Background: an optimization exercise with open tools, aiming at a short achievable clock period and few clock cycles. Do not read the settings as production practice.
Function was checked by simulation only, so behaviour that the tests miss may differ from the original.
Power and IR drop assume default switching activity.

File: design/flow/config.mk
export PLATFORM = sky130hd
export DESIGN_NAME = fm_codec
export DESIGN_NICKNAME = fm_codec
export VERILOG_FILES = /design/flow/design.v
export SDC_FILE = /design/flow/constraint.sdc
export NUM_CORES = 4
export LEC_CHECK = 0
export CAP_MARGIN = 20
export CORE_MARGIN = 2
export CORE_UTILIZATION = 40
export PLACE_DENSITY = 0.6
export SLEW_MARGIN = 20
File: design/flow/constraint.sdc
create_clock -name core_clock -period 15.0 [get_ports {clk}]
set_input_delay 3.0000 -clock core_clock [delete_from_list [all_inputs] [get_ports {clk}]]
set_output_delay 3.0000 -clock core_clock [all_outputs]
set_load 0.01 [all_outputs]
File: design/flow/design.v
module fm_codec (
    input  wire        clk,
    input  wire        rst,
    input  wire        cmd_valid,
    output wire        cmd_ready,
    input  wire [15:0] cmd,
    output wire        rsp_valid,
    input  wire        rsp_ready,
    output wire [1:0]  rsp_type,
    output wire [7:0]  rsp_data
);
    localparam [1:0] RSP_BYTE  = 2'd0;
    localparam [1:0] RSP_END   = 2'd1;
    localparam [1:0] RSP_ERROR = 2'd2;
    localparam [3:0] E_ILLEGAL    = 4'd1;
    localparam [3:0] E_DEM_NOINIT = 4'd2;
    localparam [3:0] E_MOD_SEQ    = 4'd3;
    localparam [3:0] OP_DEM_RESET  = 4'h1;
    localparam [3:0] OP_DEM_FEED   = 4'h2;
    localparam [3:0] OP_DEM_FINISH = 4'h3;
    localparam [3:0] OP_MOD_BEGIN  = 4'h4;
    localparam [3:0] OP_MOD_WORD   = 4'h5;
    localparam [3:0] OP_MOD_END    = 4'h6;
    localparam [3:0] OP_REG_READ   = 4'hA;
    localparam [11:0] SIDE_LEN  = 12'd3125;
    localparam [8:0]  MIN_BLOCK = 9'd256;
    localparam [2:0] ST_IDLE   = 3'd0;   
    localparam [2:0] ST_DECODE = 3'd1;   
    localparam [2:0] ST_CELL   = 3'd2;   
    localparam [2:0] ST_EMIT   = 3'd3;   
    localparam [2:0] ST_PAD    = 3'd4;   
    localparam [2:0] ST_WORD   = 3'd5;   
    localparam [2:0] ST_END    = 3'd6;   
    localparam [2:0] ST_ERR    = 3'd7;   
    reg        dem_init;      
    reg        dem_step2;     
    reg        dem_phase;     
    reg [7:0]  dem_dacc;      
    reg [7:0]  dem_sacc;      
    reg [3:0]  dem_bcnt;      
    reg [11:0] dem_olen;      
    reg        mod_open;      
    reg [8:0]  mod_cnt;       
    reg        err;           
    reg [3:0]  ecode;         
    reg [2:0]  state;
    reg [15:0] cmd_r;
    reg [7:0]  raw;           
    reg [3:0]  cell_left;     
    reg [7:0]  emit_byte;
    reg [11:0] pad_cnt;
    reg [7:0]  pad_byte;
    reg [31:0] out_sr;
    reg [2:0]  out_left;
    reg [3:0]  err_code;
    wire [3:0] op    = cmd_r[15:12];
    wire [2:0] rsv   = cmd_r[11:9];
    wire       f_bit = cmd_r[8];
    wire [7:0] d     = cmd_r[7:0];
    reg legal;
    always @(*) begin
        case (op)
            OP_DEM_RESET:  legal = (rsv == 3'd0) && (d == 8'd0);
            OP_DEM_FEED:   legal = (rsv == 3'd0) && !f_bit;
            OP_DEM_FINISH: legal = (rsv == 3'd0) && !f_bit && (d == 8'd0);
            OP_MOD_BEGIN:  legal = (rsv == 3'd0) && !f_bit && (d == 8'd0);
            OP_MOD_WORD:   legal = (rsv == 3'd0);
            OP_MOD_END:    legal = (rsv == 3'd0) && !f_bit && (d == 8'd0);
            OP_REG_READ:   legal = (rsv == 3'd0) && !f_bit;
            default:       legal = 1'b0;
        endcase
    end
    reg [15:0] fm_word;
    integer i;
    always @(*) begin
        fm_word = 16'd0;
        for (i = 0; i < 8; i = i + 1) begin
            fm_word[15 - 2*i] = d[i];
            fm_word[14 - 2*i] = 1'b1;
        end
        if (f_bit)
            fm_word[12] = 1'b0;
    end
    reg [31:0] reg_val;
    always @(*) begin
        case (d)
            8'h00:   reg_val = {24'd0, dem_bcnt, 1'b0, dem_step2, dem_phase, dem_init};
            8'h01:   reg_val = {24'd0, dem_dacc};
            8'h02:   reg_val = {24'd0, dem_sacc};
            8'h03:   reg_val = {20'd0, dem_olen};
            8'h04:   reg_val = {31'd0, mod_open};
            8'h05:   reg_val = {23'd0, mod_cnt};
            8'h09:   reg_val = {24'd0, ecode, 3'd0, err};
            default: reg_val = 32'd0;    
        endcase
    end
    wire       cell_bit = dem_step2 ? raw[1] : raw[0];
    reg        cs_phase;
    reg [7:0]  cs_dacc;
    reg [7:0]  cs_sacc;
    reg [3:0]  cs_bcnt;
    reg        cs_emit;
    reg [7:0]  cs_byte;
    always @(*) begin
        cs_phase = dem_phase;
        cs_dacc  = dem_dacc;
        cs_sacc  = dem_sacc;
        cs_bcnt  = dem_bcnt;
        if (dem_phase) begin
            cs_dacc = {dem_dacc[6:0], cell_bit};
            cs_bcnt = dem_bcnt + 4'd1;
        end else begin
            cs_sacc = {dem_sacc[6:0], cell_bit};
        end
        if (dem_phase && cs_dacc == 8'h06 && cs_sacc == 8'hFD)
            cs_bcnt = 4'd8;
        if (!dem_phase && cs_sacc == 8'h06 && cs_dacc == 8'hFD) begin
            cs_dacc  = 8'h06;
            cs_sacc  = 8'hFD;
            cs_phase = 1'b1;
            cs_bcnt  = 4'd8;
        end
        cs_emit = (cs_bcnt == 4'd8);
        cs_byte = cs_dacc;
        if (cs_emit)
            cs_bcnt = 4'd0;
        cs_phase = ~cs_phase;
    end
    reg        rsp_valid_c;
    reg [1:0]  rsp_type_c;
    reg [7:0]  rsp_data_c;
    always @(*) begin
        rsp_valid_c = 1'b0;
        rsp_type_c  = RSP_BYTE;
        rsp_data_c  = 8'd0;
        case (state)
            ST_EMIT: begin rsp_valid_c = 1'b1; rsp_data_c = emit_byte;        end
            ST_PAD:  begin rsp_valid_c = 1'b1; rsp_data_c = pad_byte;         end
            ST_WORD: begin rsp_valid_c = 1'b1; rsp_data_c = out_sr[7:0];      end
            ST_END:  begin rsp_valid_c = 1'b1; rsp_type_c = RSP_END;          end
            ST_ERR:  begin rsp_valid_c = 1'b1; rsp_type_c = RSP_ERROR;
                           rsp_data_c = {4'd0, err_code};                     end
            default: ;
        endcase
    end
    assign cmd_ready = (state == ST_IDLE);
    assign rsp_valid = rsp_valid_c;
    assign rsp_type  = rsp_type_c;
    assign rsp_data  = rsp_data_c;
    wire beat = rsp_valid_c && rsp_ready;
    always @(posedge clk) begin
        if (rst) begin
            state     <= ST_IDLE;
            dem_init  <= 1'b0;
            dem_step2 <= 1'b0;
            dem_phase <= 1'b0;
            dem_dacc  <= 8'd0;
            dem_sacc  <= 8'd0;
            dem_bcnt  <= 4'd0;
            dem_olen  <= 12'd0;
            mod_open  <= 1'b0;
            mod_cnt   <= 9'd0;
            err       <= 1'b0;
            ecode     <= 4'd0;
        end else begin
            case (state)
                ST_IDLE: begin
                    if (cmd_valid) begin
                        cmd_r <= cmd;
                        state <= ST_DECODE;
                    end
                end
                ST_DECODE: begin
                    if (!legal) begin
                        err_code <= E_ILLEGAL;
                        state    <= ST_ERR;
                    end else begin
                        case (op)
                            OP_DEM_RESET: begin
                                dem_init  <= 1'b1;
                                dem_step2 <= f_bit;
                                dem_phase <= 1'b0;
                                dem_dacc  <= 8'd0;
                                dem_sacc  <= 8'd0;
                                dem_bcnt  <= 4'd0;
                                dem_olen  <= 12'd0;
                                state     <= ST_END;
                            end
                            OP_DEM_FEED: begin
                                if (!dem_init) begin
                                    err_code <= E_DEM_NOINIT;
                                    state    <= ST_ERR;
                                end else begin
                                    raw       <= d;
                                    cell_left <= dem_step2 ? 4'd4 : 4'd8;
                                    state     <= ST_CELL;
                                end
                            end
                            OP_DEM_FINISH: begin
                                if (!dem_init) begin
                                    err_code <= E_DEM_NOINIT;
                                    state    <= ST_ERR;
                                end else begin
                                    pad_cnt  <= SIDE_LEN - dem_olen;
                                    pad_byte <= 8'h00;
                                    state    <= (dem_olen == SIDE_LEN) ? ST_END : ST_PAD;
                                end
                            end
                            OP_MOD_BEGIN: begin
                                if (mod_open) begin
                                    err_code <= E_MOD_SEQ;
                                    state    <= ST_ERR;
                                end else begin
                                    mod_open <= 1'b1;
                                    mod_cnt  <= 9'd0;
                                    state    <= ST_END;
                                end
                            end
                            OP_MOD_WORD: begin
                                if (!mod_open) begin
                                    err_code <= E_MOD_SEQ;
                                    state    <= ST_ERR;
                                end else begin
                                    out_sr   <= {16'd0, fm_word};
                                    out_left <= 3'd2;
                                    if (mod_cnt < MIN_BLOCK)
                                        mod_cnt <= mod_cnt + 9'd2;
                                    state    <= ST_WORD;
                                end
                            end
                            OP_MOD_END: begin
                                if (!mod_open) begin
                                    err_code <= E_MOD_SEQ;
                                    state    <= ST_ERR;
                                end else begin
                                    mod_open <= 1'b0;
                                    pad_cnt  <= {3'd0, MIN_BLOCK - mod_cnt};
                                    pad_byte <= 8'h55;
                                    state    <= (mod_cnt == MIN_BLOCK) ? ST_END : ST_PAD;
                                end
                            end
                            default: begin   
                                if (d > 8'h09) begin
                                    err_code <= E_ILLEGAL;
                                    state    <= ST_ERR;
                                end else begin
                                    out_sr   <= reg_val;
                                    out_left <= 3'd4;
                                    state    <= ST_WORD;
                                end
                            end
                        endcase
                    end
                end
                ST_CELL: begin
                    dem_phase <= cs_phase;
                    dem_dacc  <= cs_dacc;
                    dem_sacc  <= cs_sacc;
                    dem_bcnt  <= cs_bcnt;
                    raw       <= dem_step2 ? {2'b00, raw[7:2]} : {1'b0, raw[7:1]};
                    cell_left <= cell_left - 4'd1;
                    if (cs_emit && dem_olen != SIDE_LEN) begin
                        dem_olen  <= dem_olen + 12'd1;
                        emit_byte <= cs_byte;
                        state     <= ST_EMIT;
                    end else if (cell_left == 4'd1) begin
                        state <= ST_END;
                    end
                end
                ST_EMIT: begin
                    if (beat)
                        state <= (cell_left == 4'd0) ? ST_END : ST_CELL;
                end
                ST_PAD: begin
                    if (beat) begin
                        pad_cnt <= pad_cnt - 12'd1;
                        if (pad_cnt == 12'd1)
                            state <= ST_END;
                    end
                end
                ST_WORD: begin
                    if (beat) begin
                        out_sr   <= {8'd0, out_sr[31:8]};
                        out_left <= out_left - 3'd1;
                        if (out_left == 3'd1)
                            state <= ST_END;
                    end
                end
                ST_END: begin
                    if (beat)
                        state <= ST_IDLE;
                end
                ST_ERR: begin
                    if (beat) begin
                        if (!err) begin
                            err   <= 1'b1;
                            ecode <= err_code;
                        end
                        state <= ST_IDLE;
                    end
                end
                default: state <= ST_IDLE;
            endcase
        end
    end
endmodule
File: design/flow/run.sh
#!/bin/bash
# synth_recipe.tcl (not shown) runs the flow's synth.tcl, then flattens the netlist and writes it again
# the make line also repeats each setting of config.mk as NAME=value (left out here)
make -C /OpenROAD-flow-scripts/flow DESIGN_CONFIG=/design/flow/config.mk WORK_HOME=/design/flow/orfs CLKGATE_MAP_FILE= SYNTH_SCRIPT=/design/flow/synth_recipe.tcl finish
==> flow_metrics.env <==
export IMPL_combPwrFrac=0.240
export IMPL_maxCapViolations=0
export IMPL_worst_ep_arrival_time_ns=3.22
export IMPL_clkPwrFrac=0.369
export IMPL_ir_drop_uv=84.9
export IMPL_fillers=1688
export IMPL_grt_usage=0.229
export IMPL_async_flop_share=0
export IMPL_io_pins=32
export IMPL_r2r_start="dem_step2"
export IMPL_routed_wirelength_um=21900
export IMPL_timing_critical_path_to="rsp_data[6]"
export IMPL_hpwl_um=15500
export IMPL_fin_skew_ns=0.0113
export IMPL_synth_ff_type="edfxtp_1"
export IMPL_syn_area_per_cell_um2=9.08
export IMPL_grt_max_degree=38
export IMPL_critPathLaunch="state[2]"
export IMPL_tightest_slew_ns=1.06
export IMPL_synthCells=798
export IMPL_post_cts_buffers=0
export IMPL_rsz0062_at_grt="no"
export IMPL_p_seq_frac=0.391
export IMPL_reg2reg_slack_ns=11.51
export IMPL_grt_pass1_wl_um=34400
export IMPL_hp_class="reg -> reg"
export IMPL_placed_cell_area_um2=7650
export IMPL_syn_area_um2=7250
export IMPL_syn_nets=833
export IMPL_r2r_end="emit_byte[6]"
export IMPL_final_hold_violation_count=0
export IMPL_ant_nets=0
export IMPL_final_max_slew_viol_count=0
export IMPL_startpoint_type="register"
export IMPL_timing_fmax_ghz=0.161
export IMPL_synth_edf_count=70
export IMPL_synth_top_area_frac=0.290
export IMPL_worstSkewPairLatency_ns=0.43
export IMPL_grt_pass1_vias=6133
export IMPL_period_share=0.415
export IMPL_rows=49
export IMPL_drive_above_1_share=0.0788
export IMPL_seqCellArea_um2=3100
export IMPL_setup_violations_final=0
export IMPL_netlist_cell_type_count=80
export IMPL_netlist_top_cells_area="edfxtp_1 29%, dfxtp_1 14%, a21oi_1 4.6%"
export IMPL_diodes=0
export IMPL_cts_sinks=120
export IMPL_worst_path_max_fanout=17
export IMPL_internal_power_mw=0.734
export IMPL_die_w_um=139
export IMPL_cts_max_path_buffers=2
export IMPL_cts_tree="done"
export IMPL_p_sw_mw=0.360
export IMPL_antenna_found_initial=0
export IMPL_synth_common_cells="85 x nand2_1, 70 x edfxtp_1, 66 x a21oi_1"
export IMPL_design_area_um2=8240
export IMPL_switching_share=0.329
export IMPL_overflow=0
export IMPL_initial_core_util=0.406
export IMPL_vias=6372
export IMPL_tns_ns=0
export IMPL_dr_pass1_iters=5
export IMPL_die_h_um=139
export IMPL_path_class="reg -> out"
export IMPL_nets=834
export IMPL_avgViaCountPerCell=6.12
export IMPL_clk_pin_slew_ns=0.06
export IMPL_cts_resized=0
export IMPL_slew_headroom=0.292
export IMPL_cts_root_buffer="clkbuf_16"
export IMPL_p_leak_nw=2.73
export IMPL_cts_buffers=17
export IMPL_yosysMostFrequentCell="nand2_1"
export IMPL_die_area_um2=19200
export IMPL_drt_iter0_drc=912
export IMPL_finalCriticalPeriod_ns=6.22
export IMPL_worstRegToRegCells=5
export IMPL_drc=0
export IMPL_core_um2=17800
export IMPL_required_ns=12.00
export IMPL_yosysSeqAreaShare=0.428
export IMPL_port_buffers=31
export IMPL_worstSetupEndpointType="output port"
export IMPL_synth_area_leader_cell="edfxtp_1"
export IMPL_cts_hold_buf=0
export IMPL_routabilityCongestion=0.903
export IMPL_wl_per_cell_um=21.0
export IMPL_area_growth_pct=13.7
export IMPL_p_per_area_nw_per_um2=133
export IMPL_hold_depth=2
export IMPL_h_tree_depth=4
export IMPL_multiInputGateArea_um2=3820
export IMPL_synth_ff_latch_count=120
export IMPL_status="finished clean"
export IMPL_ys_warn_count=1
==> stage by stage <==
stage          total power, mW  setup slack, ns  hold slack, ns   util  cells
6_report                  1.09             8.78           0.497  0.462   1041
3_5_place_dp             0.692             9.26           0.488  0.429   1009
4_1_cts                   1.09             8.81           0.498  0.462   1041
2_1_floorplan            0.597             9.79           0.454      -    798
5_1_grt                   1.14             8.58           0.532  0.462   1041
3_3_place_gp             0.684             9.44           0.476  0.429   1009
==> final cells by class <==
type	count	share of cell area
clock inverter	8	0.00820
timing repair buffer	36	0.0422
tap	229	0.0348
sequential	120	0.377
inverter	26	0.0118
multi-input combinational	598	0.464
clock buffer	24	0.0623
==> cell families (layout without fill, tap and decap cells) <==
logic type,after synthesis,after routing,share of synthesized area
adders and majority gates,15,15,0.0259
and+or+nand+nor,296,296,0.217
AOI/OAI and AO/OA,223,223,0.199
muxes,35,35,0.0492
xor gates and xnor gates,29,29,0.0350
DFF,120,120,0.428
buffers and inverters,80,94,0.0463
==> cell usage in the layout (no fill, tap or decap), types with 6 or more instances in the layout <==
cell / n
nand2_1: 85
edfxtp_1: 70
a21oi_1: 65
nor2_1: 58
o21ai_0: 57
dfxtp_1: 50
clkdlybuf4s50_1: 31
mux2i_1: 30
inv_1: 26
nor3_1: 26
xnor2_1: 23
nand3_1: 23
clkbuf_16: 18
ha_1: 15
a22oi_1: 14
nor2b_1: 11
nand2b_1: 11
and3_1: 10
or3_1: 9
a22o_1: 8
a31oi_1: 8
o21ai_1: 8
a211oi_1: 7
and4_1: 6
xor2_1: 6
o31ai_1: 6
nand4_1: 6
==> registers in the layout, indices dropped and copies added, names as in the netlist, 2 cells and up <==
| signal | count |
|---|---|
| cell_left | 4 |
| cmd_r | 16 |
| dem_bcnt | 4 |
| dem_dacc | 8 |
| dem_olen | 12 |
| dem_sacc | 8 |
| ecode | 2 |
| emit_byte | 8 |
| err_code | 2 |
| mod_cnt | 8 |
| out_left | 3 |
| out_sr | 16 |
| pad_cnt | 12 |
| raw | 8 |
| state | 3 |
==> metal layers <==
layer  GRT usage  up-vias  part of all wire
met5           0        -                 0
met4       0.107        0             0.029
met3      0.0497       45             0.067
met2       0.350      252              0.46
met1       0.312     3115              0.45
li1            -     2960                 -
==> worst min-delay path by stage <==
| stage | startpoint | slack (ns) | end |
|---|---|---|---|
| floorplan | ecode[0] | 0.45 | ecode[0] |
| global placement | ecode[1] | 0.48 | ecode[1] |
| detailed placement | ecode[0] | 0.49 | ecode[0] |
| CTS | dem_sacc[7] | 0.50 | dem_sacc[7] |
| global route | ecode[0] | 0.53 | ecode[0] |
| finish | dem_sacc[7] | 0.50 | dem_sacc[7] |
==> worst max-delay path, cell delays in order, from the launching register on <==
cell	delay [ns]
dfxtp_1	0.75
inv_1	0.40
nor2_1	0.68
a22o_1	0.29
a22o_1	0.13
clkdlybuf4s50_1	0.54
==> power by group through the flow <==
stage	logic, mW	registers [mW]	clock network, mW
final	0.263	0.428	0.404
after global routing	0.290	0.432	0.420
after CTS	0.261	0.426	0.407
after detailed placement	0.259	0.433	0
after global placement	0.253	0.431	0
after floorplan	0.197	0.400	0
Testbench counts, summed over its fixed seeds: cycles 716,066.

-- separate check: timing with driven ports --
No port has a modelled driver above. Below, the same layout with a new extraction and two added sets of constraints. Step 1 assumes that a clkbuf_16 drives the clock port and a buf_2 every other input. Step 2 adds t to the input delays and takes it off the output delays; t is the mean of the earliest and latest rising clock arrival at the registers after step 1. Input paths then give back, and output paths get back, about the clock's delay inside the block. Slacks: no drivers / after step 1 / after step 2; pairs: no drivers / after step 1.
t, ns: 0.465
setup WS [ns]: 8.776 / 8.732 / 9.196
hold slack, ns: 0.497 / 0.497 / 0.497
latest minus earliest clock arrival (ns): 0.011 / 0.011
cell pins on the clock port's net: 1
After both steps setup and hold are still met in this run. For this run, drivers alone change the setup slack by -0.044 ns; drivers and shift together by +0.420 ns.
